What follows belongs to an exercise in optimizing a design on an open flow for small area, a short achievable clock period and few clock cycles; a production flow would make more cautious choices. In this exercise RTL edits were held to simulation tests only and were not proved equivalent to the original. Power is estimated from default activity; no workload was simulated.

**run.sh**
```bash
#!/bin/bash
# synth_recipe.tcl (not shown) runs the flow's synth.tcl, then flattens the netlist and writes it again
# the make line also repeats each setting of config.mk as NAME=value (left out here)
make -C /OpenROAD-flow-scripts/flow DESIGN_CONFIG=/design/flow/config.mk WORK_HOME=/design/flow/orfs CLKGATE_MAP_FILE= SYNTH_SCRIPT=/design/flow/synth_recipe.tcl finish
```
**config.mk**
```make
export PLATFORM = sky130hd
export DESIGN_NAME = hexcrc
export DESIGN_NICKNAME = hexcrc
export VERILOG_FILES = /design/flow/design.v
export SDC_FILE = /design/flow/constraint.sdc
export NUM_CORES = 4
export LEC_CHECK = 0
export CAP_MARGIN = 20
export CORE_MARGIN = 2
export CORE_UTILIZATION = 40
export PLACE_DENSITY = 0.6
export SLEW_MARGIN = 20
```
**constraint.sdc**
```tcl
create_clock -name core_clock -period 7.0 [get_ports {clk}]
set_input_delay 1.4000 -clock core_clock [delete_from_list [all_inputs] [get_ports {clk}]]
set_output_delay 1.4000 -clock core_clock [all_outputs]
set_load 0.01 [all_outputs]
```
**design.v**
```verilog
module hexcrc (
    input  wire        clk,
    input  wire        rst,           
    input  wire        start,         
    input  wire [31:0] start_addr,
    input  wire [31:0] end_addr,
    output reg         busy,
    input  wire        in_valid,
    input  wire [7:0]  in_data,
    input  wire        in_end,        
    output wire        in_ready,
    output reg         done,          
    output reg  [1:0]  status,        
    output reg  [3:0]  err_code,      
    output reg  [15:0] crc            
);
    localparam [1:0] ST_OK = 2'd0, ST_ERR = 2'd1, ST_REFUSED = 2'd2;
    localparam [3:0] E_TOO_SHORT  = 4'd1,
                     E_BAD_START  = 4'd2,
                     E_BAD_DIGIT  = 4'd3,
                     E_LENGTH     = 4'd4,
                     E_CHECKSUM   = 4'd5,
                     E_UNKNOWN    = 4'd6,
                     E_BAD_ELA    = 4'd7,
                     E_AFTER_EOF  = 4'd8;
    localparam [2:0] P_IDLE   = 3'd0,
                     P_RUN    = 3'd1,    
                     P_GAP    = 3'd2,    
                     P_DRAIN  = 3'd3,    
                     P_TAIL   = 3'd4,    
                     P_FINISH = 3'd5;
    localparam [1:0] L_LEAD    = 2'd0,   
                     L_RECORD  = 2'd1,   
                     L_COMMENT = 2'd2,   
                     L_OTHER   = 2'd3;   
    function [15:0] crc_step;
        input [7:0]  b;
        input [15:0] s;
        integer i;
        reg [15:0] t;
        begin
            t = s ^ {b, 8'h00};
            for (i = 0; i < 8; i = i + 1)
                t = t[15] ? ({t[14:0], 1'b0} ^ 16'h1021) : {t[14:0], 1'b0};
            crc_step = t;
        end
    endfunction
    function is_ws;
        input [7:0] c;
        is_ws = (c == 8'h20) || (c == 8'h09) || (c == 8'h0A) ||
                (c == 8'h0B) || (c == 8'h0C) || (c == 8'h0D);
    endfunction
    function is_hex;
        input [7:0] c;
        is_hex = (c >= "0" && c <= "9") || (c >= "A" && c <= "F") ||
                 (c >= "a" && c <= "f");
    endfunction
    function [3:0] hex_val;
        input [7:0] c;
        hex_val = (c <= "9") ? c[3:0] : (c[3:0] + 4'd9);
    endfunction
    reg [2:0]  phase;
    reg [31:0] win_start, win_end;
    reg [15:0] acc;             
    reg [32:0] cursor;          
    reg        cursor_set;
    reg [31:0] xaddr;
    reg        eof_seen;
    reg        stopped;         
    reg        refused;         
    reg        failed;
    reg [3:0]  fail_code;
    reg [1:0]  lkind;
    reg [9:0]  pos;             
    reg [9:0]  len;             
    reg        ws_seen;         
    reg        bad_digit;
    reg [3:0]  hi_nib;
    reg [7:0]  sum;
    reg [7:0]  nbytes;          
    reg [7:0]  addr_hi;
    reg [7:0]  rtype;
    reg [7:0]  ela0, ela1;
    reg [32:0] addr;            
    reg        stop_pend;       
    reg        refuse_pend;     
    reg [7:0]  gap_byte;        
    wire       beat    = in_valid && in_ready;
    wire       c_ws    = is_ws(in_data);
    wire       c_hex   = is_hex(in_data);
    wire [3:0] c_val   = hex_val(in_data);
    wire       c_lf    = (in_data == 8'h0A);
    wire       line_end = in_end || c_lf;
    wire [8:0] bidx     = pos[9:1] - 9'd1;         
    wire [7:0] cur_byte = {hi_nib, c_val};
    wire       byte_done = (lkind == L_RECORD) && !c_ws && !line_end &&
                           (pos != 10'd0) && !pos[0] && (pos != 10'h3FF);
    wire       is_data_byte = byte_done && (rtype == 8'h00) && !eof_seen &&
                              (bidx >= 9'd4) && (bidx < ({1'b0, nbytes} + 9'd4)) &&
                              !stop_pend && !refuse_pend;
    wire       a_below  = addr < {1'b0, win_start};
    wire       a_past   = addr >= {1'b0, win_end};
    wire       a_back   = cursor_set && (addr < cursor);
    wire       a_gap    = cursor_set && (addr > cursor);
    wire [10:0] want_len = 11'd11 + {2'b00, nbytes, 1'b0};
    reg        line_err;
    reg [3:0]  line_code;
    always @* begin
        line_err  = 1'b0;
        line_code = 4'd0;
        case (lkind)
            L_OTHER: begin
                line_err  = 1'b1;
                line_code = (len < 10'd11) ? E_TOO_SHORT : E_BAD_START;
            end
            L_RECORD: begin
                line_err = 1'b1;
                if (len < 10'd11)                   line_code = E_TOO_SHORT;
                else if (bad_digit)                 line_code = E_BAD_DIGIT;
                else if ({1'b0, len} != want_len)   line_code = E_LENGTH;
                else if (sum != 8'h00)              line_code = E_CHECKSUM;
                else if (rtype == 8'h00 && eof_seen) line_code = E_AFTER_EOF;
                else if (rtype == 8'h04 && nbytes != 8'd2) line_code = E_BAD_ELA;
                else if (rtype > 8'h05)             line_code = E_UNKNOWN;
                else                                line_err = 1'b0;
            end
            default: ;
        endcase
    end
    assign in_ready = (phase == P_RUN) || (phase == P_DRAIN);
    wire [32:0] tail_from = cursor_set ? cursor : {1'b0, win_start};
    always @(posedge clk) begin
        if (rst) begin
            phase    <= P_IDLE;
            busy     <= 1'b0;
            done     <= 1'b0;
            status   <= ST_OK;
            err_code <= 4'd0;
            crc      <= 16'h0000;
        end else begin
            done <= 1'b0;
            case (phase)
                P_IDLE: begin
                    if (start) begin
                        phase      <= P_RUN;
                        busy       <= 1'b1;
                        win_start  <= start_addr;
                        win_end    <= end_addr;
                        acc        <= 16'hFFFF;
                        cursor     <= 33'd0;
                        cursor_set <= 1'b0;
                        xaddr      <= 32'd0;
                        eof_seen   <= 1'b0;
                        stopped    <= 1'b0;
                        refused    <= 1'b0;
                        failed     <= 1'b0;
                        fail_code  <= 4'd0;
                        lkind      <= L_LEAD;
                        pos        <= 10'd0;
                        len        <= 10'd0;
                        ws_seen    <= 1'b0;
                        bad_digit  <= 1'b0;
                        sum        <= 8'h00;
                        stop_pend  <= 1'b0;
                        refuse_pend <= 1'b0;
                    end
                end
                P_RUN: if (beat) begin
                    if (line_end) begin
                        if (line_err) begin
                            failed    <= 1'b1;
                            fail_code <= line_code;
                        end else if (lkind == L_RECORD) begin
                            if (rtype == 8'h01) eof_seen <= 1'b1;
                            if (rtype == 8'h04) xaddr <= {ela0, ela1, 16'h0000};
                            if (rtype == 8'h00) begin
                                stopped <= stop_pend;
                                refused <= refuse_pend;
                            end
                        end
                        lkind       <= L_LEAD;
                        pos         <= 10'd0;
                        len         <= 10'd0;
                        ws_seen     <= 1'b0;
                        bad_digit   <= 1'b0;
                        sum         <= 8'h00;
                        stop_pend   <= 1'b0;
                        refuse_pend <= 1'b0;
                        if (in_end)
                            phase <= P_FINISH;
                        else if (line_err || (lkind == L_RECORD && rtype == 8'h00 &&
                                              (stop_pend || refuse_pend)))
                            phase <= P_DRAIN;
                    end else if (c_ws) begin
                        if (lkind != L_LEAD) begin
                            ws_seen <= 1'b1;
                            if (pos != 10'h3FF) pos <= pos + 10'd1;
                        end
                    end else begin
                        if (lkind == L_LEAD) begin
                            lkind <= (in_data == ":") ? L_RECORD :
                                     (in_data == "#") ? L_COMMENT : L_OTHER;
                        end else if (ws_seen || !c_hex) begin
                            bad_digit <= 1'b1;
                        end
                        if (pos != 10'h3FF) begin
                            pos <= pos + 10'd1;
                            len <= pos + 10'd1;
                        end
                        if (pos[0]) hi_nib <= c_val;
                        if (byte_done) begin
                            sum <= sum + cur_byte;
                            case (bidx)
                                9'd0: nbytes  <= cur_byte;
                                9'd1: addr_hi <= cur_byte;
                                9'd2: addr    <= {1'b0, xaddr} + {17'd0, addr_hi, cur_byte};
                                9'd3: rtype   <= cur_byte;
                                9'd4: ela0    <= cur_byte;
                                9'd5: ela1    <= cur_byte;
                                default: ;
                            endcase
                        end
                        if (is_data_byte) begin
                            if (a_below) begin
                                addr <= addr + 33'd1;
                            end else if (a_past) begin
                                stop_pend <= 1'b1;
                            end else if (a_back) begin
                                refuse_pend <= 1'b1;
                            end else if (a_gap) begin
                                gap_byte <= cur_byte;
                                phase    <= P_GAP;
                            end else begin
                                acc        <= crc_step(cur_byte, acc);
                                cursor     <= addr + 33'd1;
                                cursor_set <= 1'b1;
                                addr       <= addr + 33'd1;
                            end
                        end
                    end
                end
                P_GAP: begin
                    if (cursor == addr) begin
                        acc    <= crc_step(gap_byte, acc);
                        cursor <= addr + 33'd1;
                        addr   <= addr + 33'd1;
                        phase  <= P_RUN;
                    end else begin
                        acc    <= crc_step(8'hFF, acc);
                        cursor <= cursor + 33'd1;
                    end
                end
                P_DRAIN: begin
                    if (beat && in_end) phase <= P_FINISH;
                end
                P_FINISH: begin
                    cursor <= tail_from;
                    phase  <= P_TAIL;
                end
                P_TAIL: begin
                    if (!failed && !refused && (cursor < {1'b0, win_end})) begin
                        acc    <= crc_step(8'hFF, acc);
                        cursor <= cursor + 33'd1;
                    end else begin
                        phase    <= P_IDLE;
                        busy     <= 1'b0;
                        done     <= 1'b1;
                        status   <= failed ? ST_ERR : (refused ? ST_REFUSED : ST_OK);
                        err_code <= failed ? fail_code : 4'd0;
                        crc      <= (failed || refused) ? 16'h0000 : acc;
                    end
                end
                default: phase <= P_IDLE;
            endcase
        end
    end
endmodule
```
==> impl_metrics.env <==
export IMPL_status="timing/DRC/antenna clean"
export IMPL_initial_core_util_pct=40.4
export IMPL_cts_tree="done"
export IMPL_drt_iter0_markers=1110
export IMPL_p_sw_share_pct=34.4
export IMPL_yosysTopAreaCell="edfxtp_1"
export IMPL_power_density_mw_per_mm2=294
export IMPL_grt_pass1_vias=13306
export IMPL_synth_cell_area_mm2=0.0178
export IMPL_avgSynthCellArea_um2=10.2
export IMPL_drt_pass1_iter_count=5
export IMPL_cts_buffer_depth=3
export IMPL_worstSkewPairLatency_ns=0.55
export IMPL_clock_power_share_pct=29.4
export IMPL_synthDistinctLibCells=74
export IMPL_hold_viol_final=0
export IMPL_diodes=0
export IMPL_final_fill_count=4130
export IMPL_rows=77
export IMPL_min_period_over_period_pct=69.0
export IMPL_rsz0062_at_grt="false"
export IMPL_rr_worst_depth=15
export IMPL_nets=2067
export IMPL_worstMarginPinSlew_ns=1.06
export IMPL_place_hpwl_um=34700
export IMPL_drc_errors=0
export IMPL_path_depth=17
export IMPL_critPathBufInv=3
export IMPL_multi_input_area_mm2=0.00877
export IMPL_drive_gt1_share_pct=4.97
export IMPL_routed_via_density=5.56
export IMPL_core_mm2=0.0440
export IMPL_port_buffers=101
export IMPL_final_setup_skew_ns=0.0204
export IMPL_fp_dieH_um=215
export IMPL_worstSetupPathType="primary input to flip-flop"
export IMPL_setup_viol=0
export IMPL_cts_root_buf="clkbuf_16"
export IMPL_min_from="crc[7]"
export IMPL_critPathMostFrequentCell="a21oi_1"
export IMPL_synth_ff_type="edfxtp_1"
export IMPL_ctsHoldBuffers=0
export IMPL_overflow=0
export IMPL_path_cells="clkdlybuf4s50_1 > inv_1 > ha_1 > nor2_1 > o2111ai_1 > nand2_1 > mux2i_1 > inv_1 > ha_1 > a21o_1 > a21oi_1 > o21bai_1 > a21oi_1 > o21bai_1 > a21oi_1 > xnor2_1 > nor2_1"
export IMPL_fin_crit_ns=4.83
export IMPL_cts_clk_slew_worst_paths_ns=0.06
export IMPL_grt_pass1_wl_um=75400
export IMPL_ys_seq_area_share_pct=46.2
export IMPL_cp_slowest_cell="mux2i_1"
export IMPL_grt_max_degree=70
export IMPL_synthCells=1741
export IMPL_regArea_mm2=0.00823
export IMPL_p_int_w=0.00396
export IMPL_r2r_setup_slack_ns=2.35
export IMPL_antenna_found_initial=0
export IMPL_gp_congestion=0.869
export IMPL_p_comb_share_pct=29.6
export IMPL_htree_num_levels=2
export IMPL_cpLargestDelayFamily="compound AO/OA/AOI/OAI gates"
export IMPL_finalNonFillerCells=2444
export IMPL_r2r_start="pos[2]"
export IMPL_syn_num_nets=1979
export IMPL_postRouteWirelength_um=48300
export IMPL_max_cap_viol_count=0
export IMPL_r2r_end="cursor[29]"
export IMPL_whs_endpoint="crc[7]"
export IMPL_peakVddDrop_v=0.000198
export IMPL_dieWidth_um=215
export IMPL_area_delta_synth_final_pct=15.3
export IMPL_hp_class="flip-flop to flip-flop"
export IMPL_cts_buffers_inserted=35
export IMPL_placed_area_mm2=0.0194
export IMPL_post_cts_resized=0
export IMPL_fmax_mhz=207
export IMPL_cp_arrival_ns=5.12
export IMPL_switchingPower_w=0.00208
export IMPL_endpoint_kind="flip-flop"
export IMPL_ys_seq_elements=283
export IMPL_drtAntennaViolNets=0
export IMPL_worst_path_largest_cell_delay_ns=0.57
export IMPL_wl_per_cell_um=19.7
export IMPL_total_power_w=0.00603
export IMPL_synth_edf_count=256
export IMPL_grt_use_total_pct=20.7
export IMPL_cts_sinks=283
export IMPL_crit_fanout=9
export IMPL_worstHoldPathCells=2
export IMPL_synth_top_cell_area_share_pct=43.2
export IMPL_async_flop_share_pct=0
export IMPL_max_slew_margin_rel_pct=28.6
export IMPL_dp_cells=2383
export IMPL_startpoint_type="primary input"
export IMPL_setup_tns_ns=0
export IMPL_dieArea_mm2=0.0462
export IMPL_seqPwrFrac_pct=41.1
export IMPL_synth_warnings=1
export IMPL_synthTopCellsByArea="edfxtp_1, ha_1, xnor2_1"
export IMPL_cts_setup_buffers=0
export IMPL_num_vias=13599
export IMPL_drv_slew=0
export IMPL_fin_area_mm2=0.0205
export IMPL_io_pins=102
export IMPL_cellLeakagePower_nw=7.64
export IMPL_worstPathRequired_ns=7.29
## cells in the final DEF, fill, tap and decap left out, types with 35 or more instances in the layout
cell,instances
clkbuf_16,36
o21ai_0,66
nand4_1,44
ha_1,160
nand2_1,146
clkdlybuf4s50_1,101
edfxtp_1,256
a21oi_1,116
nor2_1,110
and2_1,35
xnor2_1,100
xor2_1,47
inv_1,140
nand3_1,90
## layer usage
layer	global-route usage (%)	up-vias	wire, um
li1	-	6550	-
met5	0	-	0
met1	28.3	6628	22100
met2	33.9	357	22400
met3	3.09	64	2530
met4	6.51	0	1270
## per-stage QoR
step	setup slack, ns	hold WS, ns	util (%)
6_report	2.17	0.451	46.6
5_1_grt	1.86	0.469	46.6
4_1_cts	2.21	0.454	46.5
3_3_place_gp	1.76	0.441	44.1
2_1_floorplan	1.41	0.476	-
3_5_place_dp	1.65	0.446	44.1
## logic make-up after synthesis
family,share of synthesized area [%]
AO/OA/AOI/OAI,13.4
XOR/XNOR,7.23
adder cells (fa/ha/maj),11.4
buffers and inverters,4.79
flip-flops,46.2
multiplexers,1.42
AND/OR/NAND/NOR,15.6
## final cells by class
class                   count  share of cell area [%]
clock buffers              49                    4.72
flip-flops and latches    283                    40.1
well taps                 592                    3.61
inverters                 141                    2.58
clock inverters            11                   0.591
repair buffers            121                    5.69
multi-input cells        1247                    42.7
## registers in the layout, indices dropped and copies added, names as in the netlist, 10 cells and up
register   cells
addr          33
cursor        33
win_end       32
win_start     32
acc           16
crc           16
xaddr         16
len           10
pos           10
## worst max-delay path by stage
| stage | startpoint | endpoint |
|---|---|---|
| 3_5_place_dp | in_data[0] | sum[7] |
| 5_1_grt | in_data[0] | sum[7] |
| 6_report | in_data[0] | sum[7] |
| 3_3_place_gp | in_data[0] | addr[15] |
| 4_1_cts | in_data[0] | sum[7] |
| 2_1_floorplan | in_data[0] | cursor[0] |
## Yosys cell counts, types with 4 or more instances
| master | count |
|---|---|
| a211oi_1 | 7 |
| and3_1 | 22 |
| mux2i_1 | 23 |
| nand2b_1 | 10 |
| o21bai_1 | 5 |
| or3_1 | 6 |
| edfxtp_1 | 256 |
| ha_1 | 160 |
| nand4_1 | 44 |
| o31ai_1 | 6 |
| nor4_1 | 13 |
| xor2_1 | 47 |
| o21ai_0 | 66 |
| nand2_1 | 146 |
| a2111oi_0 | 4 |
| o221ai_1 | 19 |
| a22oi_1 | 21 |
| xnor2_1 | 100 |
| dfxtp_1 | 27 |
| buf_2 | 6 |
| buf_6 | 6 |
| nor3_1 | 25 |
| nor3b_1 | 6 |
| a31oi_1 | 8 |
| nand3b_1 | 5 |
| a21oi_1 | 118 |
| o211ai_1 | 10 |
| and2_1 | 36 |
| and4_1 | 6 |
| nand3_1 | 90 |
| o22ai_1 | 5 |
| a221oi_1 | 5 |
| clkbuf_1 | 55 |
| nor2_1 | 111 |
| inv_1 | 140 |
| o21a_1 | 6 |
| o221a_1 | 21 |
| nor2b_1 | 21 |
| a21o_1 | 25 |
## worst register-to-register path, cell delays in order (launching register included)
cell and delay [ns]:
edfxtp_1 0.58, inv_1 0.13, ha_1 0.31, xnor2_1 0.37, inv_1 0.11, ha_1 0.31, a21o_1 0.18, a31oi_1 0.13
o21a_1 0.13, o21ai_0 0.16, and3_1 0.24, nor4_1 0.37, and4_1 0.25, o211ai_1 0.16, a2111oi_4 0.32, buf_4 0.51
## power groups by stage
stage               sequential, W  clock, W  combinational (W)
global placement          0.00250         0            0.00172
CTS                       0.00247   0.00181            0.00178
finish                    0.00248   0.00177            0.00178
detailed placement        0.00250         0            0.00176
floorplan                 0.00239         0            0.00130
global route              0.00251   0.00187            0.00199
Testbench counts, summed over its fixed seeds: cycles 284,062.

==> re-timing with driven ports <==
The results above use ideal ports. As a check the final layout listed here was re-extracted and re-timed, cells and wires unchanged.
Step 1 (the two cells are an assumption about what drives the block):
set clk [get_ports {clk}]
set_driving_cell -lib_cell sky130_fd_sc_hd__clkbuf_16 $clk
set_driving_cell -lib_cell sky130_fd_sc_hd__buf_2 [delete_from_list [all_inputs] $clk]
Step 2 times the ports against the registers' clock, not the clock port: input delays grow and output delays shrink by t, the midpoint of the rising clock arrivals with the driver on.
Three values: ideal ports, drivers, drivers and shift; two values: the first two.
t, ns: 0.599
setup slack, ns: 2.171 / 2.185 / 1.587
hold WS [ns]: 0.451 / 0.451 / 0.451
worst setup path at the end: input to register
latest minus earliest clock arrival (ns): 0.020 / 0.021
After both steps this run still meets setup and hold. For this run, drivers alone change the setup slack by +0.014 ns; drivers and shift together by -0.584 ns.
